Background: an optimization exercise with open tools, aiming at small area. Do not read the settings as production practice.
The RTL was checked by simulation tests, not by an equivalence proof against the original design.
Power is estimated from default activity; no workload was simulated.

v6:
## ubx_navpvt_rx
module ubx_navpvt_rx (
    input  wire         clk,
    input  wire         rst,         
    input  wire         in_valid,
    output wire         in_ready,
    input  wire [7:0]   in_byte,
    input  wire [31:0]  now,
    input  wire         cb_set,
    input  wire         cb_en,
    input  wire         msg_load,    
    input  wire         fix_load,    
    input  wire [31:0]  cnt_data,
    output reg          fix_event,
    output wire [703:0] rec,
    output reg          valid_fix,
    output reg  [31:0]  msg_count,
    output reg  [31:0]  fix_count,
    output wire [31:0]  fix_age
);
Settings: LEC_CHECK=0, CAP_MARGIN=20, CORE_MARGIN=2, CORE_UTILIZATION=70, PLACE_DENSITY=0.78, SLEW_MARGIN=20, SYNTH_HIERARCHICAL=1, SYNTH_MINIMUM_KEEP_SIZE=0; clock period 8.0 ns.
standard.sh (not shown) runs the stock make flow with config.mk's settings and CLKGATE_MAP_FILE= SYNTH_SCRIPT=/design/flow/synth_recipe.tcl, a recipe that flattens the netlist after the stock synthesis.
==> flow/flow/run.sh <==
#!/bin/bash
# Layout flow: the standard ORFS layout (standard.sh) with two changes:
#  - the port buffers that placement puts on every input and output are the
#    smallest buffer cell, sky130_fd_sc_hd__buf_1;
#  - clock tree synthesis uses clkbuf_4 cells, smaller sink clusters than the
#    default and no dummy loads.
set -euo pipefail
export BUFFER_PORTS_ARGS="-buffer_cell sky130_fd_sc_hd__buf_1"
export CTS_ARGS="-sink_clustering_enable -repair_clock_nets -dont_use_dummy_load -buf_list sky130_fd_sc_hd__clkbuf_4 -sink_clustering_size 10 -sink_clustering_max_diameter 40"
bash standard.sh finish > standard_flow.log 2>&1
v6 finished every step from synthesis to the final layout, and the layout passed the timing, design-rule and antenna checks.
Input changes introduced in v7 (baseline for comparison: v6):
diff --git a/flow/design.v b/flow/design.v
--- a/flow/design.v
+++ b/flow/design.v
@@ -62,62 +62,51 @@
             ck_a_ok <= (ck_a == in_byte);
     end
     wire w_s1 = shift;                       
     wire w_s0 = ~shift;                      
     wire c_s1 = do_commit & ~rst;            
     wire c_s0 = ~do_commit & ~rst;           
     wire t_s1 = do_fix & ~rst;               
     wire t_s0 = ~do_fix & ~rst;              
     wire m_s1 = msg_load & ~rst;             
     wire m_s0 = ~msg_load & ~rst;            
     wire f_s1 = fix_load & ~rst;             
     wire f_s0 = ~fix_load & ~rst;            
-    wire [32:0] m_tog;
-    wire [32:0] f_tog;
-    wire [32:0] m_hi1;
-    wire [32:0] f_hi1;
-    assign m_tog[0] = do_commit;
-    assign f_tog[0] = do_fix;
-    assign m_hi1[22] = 1'b1;
-    assign f_hi1[22] = 1'b1;
+    wire [32:0] m_all1;
+    wire [32:0] f_all1;
+    assign m_all1[0] = 1'b1;
+    assign f_all1[0] = 1'b1;
     wire [687:0] wrec_d;
     wire [687:0] crec_d;
     wire [31:0]  ts_d;
     wire [31:0]  mc_d;
     wire [31:0]  fc_d;
     genvar g;
     generate
         for (g = 0; g < 688; g = g + 1) begin : g_rec
             ubx_sel2 u_w (.s1(w_s1), .a(g < 680 ? wrec[g+8] : in_byte[g-680]),
                           .s0(w_s0), .b(wrec[g]), .y(wrec_d[g]));
             ubx_sel2 u_c (.s1(c_s1), .a(wrec[g]), .s0(c_s0), .b(crec[g]),
                           .y(crec_d[g]));
         end
         for (g = 0; g < 32; g = g + 1) begin : g_w32
-            if (g < 22) begin : g_lo
-                assign m_tog[g+1] = m_tog[g] & msg_count[g];
-                assign f_tog[g+1] = f_tog[g] & fix_count[g];
-            end else begin : g_hi
-                assign m_hi1[g+1] = m_hi1[g] & msg_count[g];
-                assign f_hi1[g+1] = f_hi1[g] & fix_count[g];
-                assign m_tog[g+1] = m_tog[22] & m_hi1[g+1];
-                assign f_tog[g+1] = f_tog[22] & f_hi1[g+1];
-            end
+            assign m_all1[g+1] = m_all1[g] & msg_count[g];
+            assign f_all1[g+1] = f_all1[g] & fix_count[g];
             ubx_sel2 u_t (.s1(t_s1), .a(now[g]), .s0(t_s0), .b(last_fix_ts[g]),
                           .y(ts_d[g]));
             ubx_sel2 u_m (.s1(m_s1), .a(cnt_data[g]), .s0(m_s0),
-                          .b(msg_count[g] ^ m_tog[g]),
+                          .b(msg_count[g] ^ (do_commit & m_all1[g])),
                           .y(mc_d[g]));
             ubx_sel2 u_f (.s1(f_s1), .a(cnt_data[g]), .s0(f_s0),
-                          .b(fix_count[g] ^ f_tog[g]),
+                          .b(fix_count[g] ^ (do_fix & f_all1[g])),
                           .y(fc_d[g]));
         end
     endgenerate
     always @(posedge clk) begin
         wrec        <= wrec_d;
         crec        <= crec_d;
         last_fix_ts <= ts_d;
         msg_count   <= mc_d;
         fix_count   <= fc_d;
     end
     always @(posedge clk) begin
         if (rst) begin
### Flow results
Global-route wire length before repair: v7 vs v6 up 9.6 mm
In the metrics for v7 and v6, the one carrying the lower share of power burned in the clock network is v7.
Final-layout clock-cell area share: v7 vs v6, no meaningful difference
The non-clock buffer count of v6 and that of v7 are within noise of each other.
Diff v6 -> v7: clock-buffer cell count -2, area of all placed cells without fillers +260 um2, core utilization ~0 delta, total power +about 0.43%.

[afterwards: timing with drivers on the ports]
The results above use ideal ports. As a check the final layouts listed here were re-extracted and re-timed, cells and wires unchanged. Step 1 (the two cells are an assumption about what drives the block):
set clk [get_ports {clk}]
set_driving_cell -lib_cell sky130_fd_sc_hd__clkbuf_16 $clk
set_driving_cell -lib_cell sky130_fd_sc_hd__buf_2 [delete_from_list [all_inputs] $clk]
Step 2 moves the port delays by t, midway between the first and last clock arrival at a register: inputs arrive t later, outputs are due t later. That takes back most of the time a late clock gives input paths. Three values: ideal, step 1, step 2; two values: the first two.
run	shift t [ns]	slack for setup (ns)	worst hold slack (ns)	slew at the worst register clock pin (ns)
v6	1.058	1.539 / 1.507 / 0.449	0.444 / 0.444 / 0.444	0.11 / 0.11
v7	1.066	1.463 / 1.440 / 1.440	0.462 / 0.462 / 0.462	0.11 / 0.11
After both steps every run listed still meets setup and hold. The setup slack of v6, which loses most, moves by -0.032 ns with the drivers and by -1.090 ns with both steps.
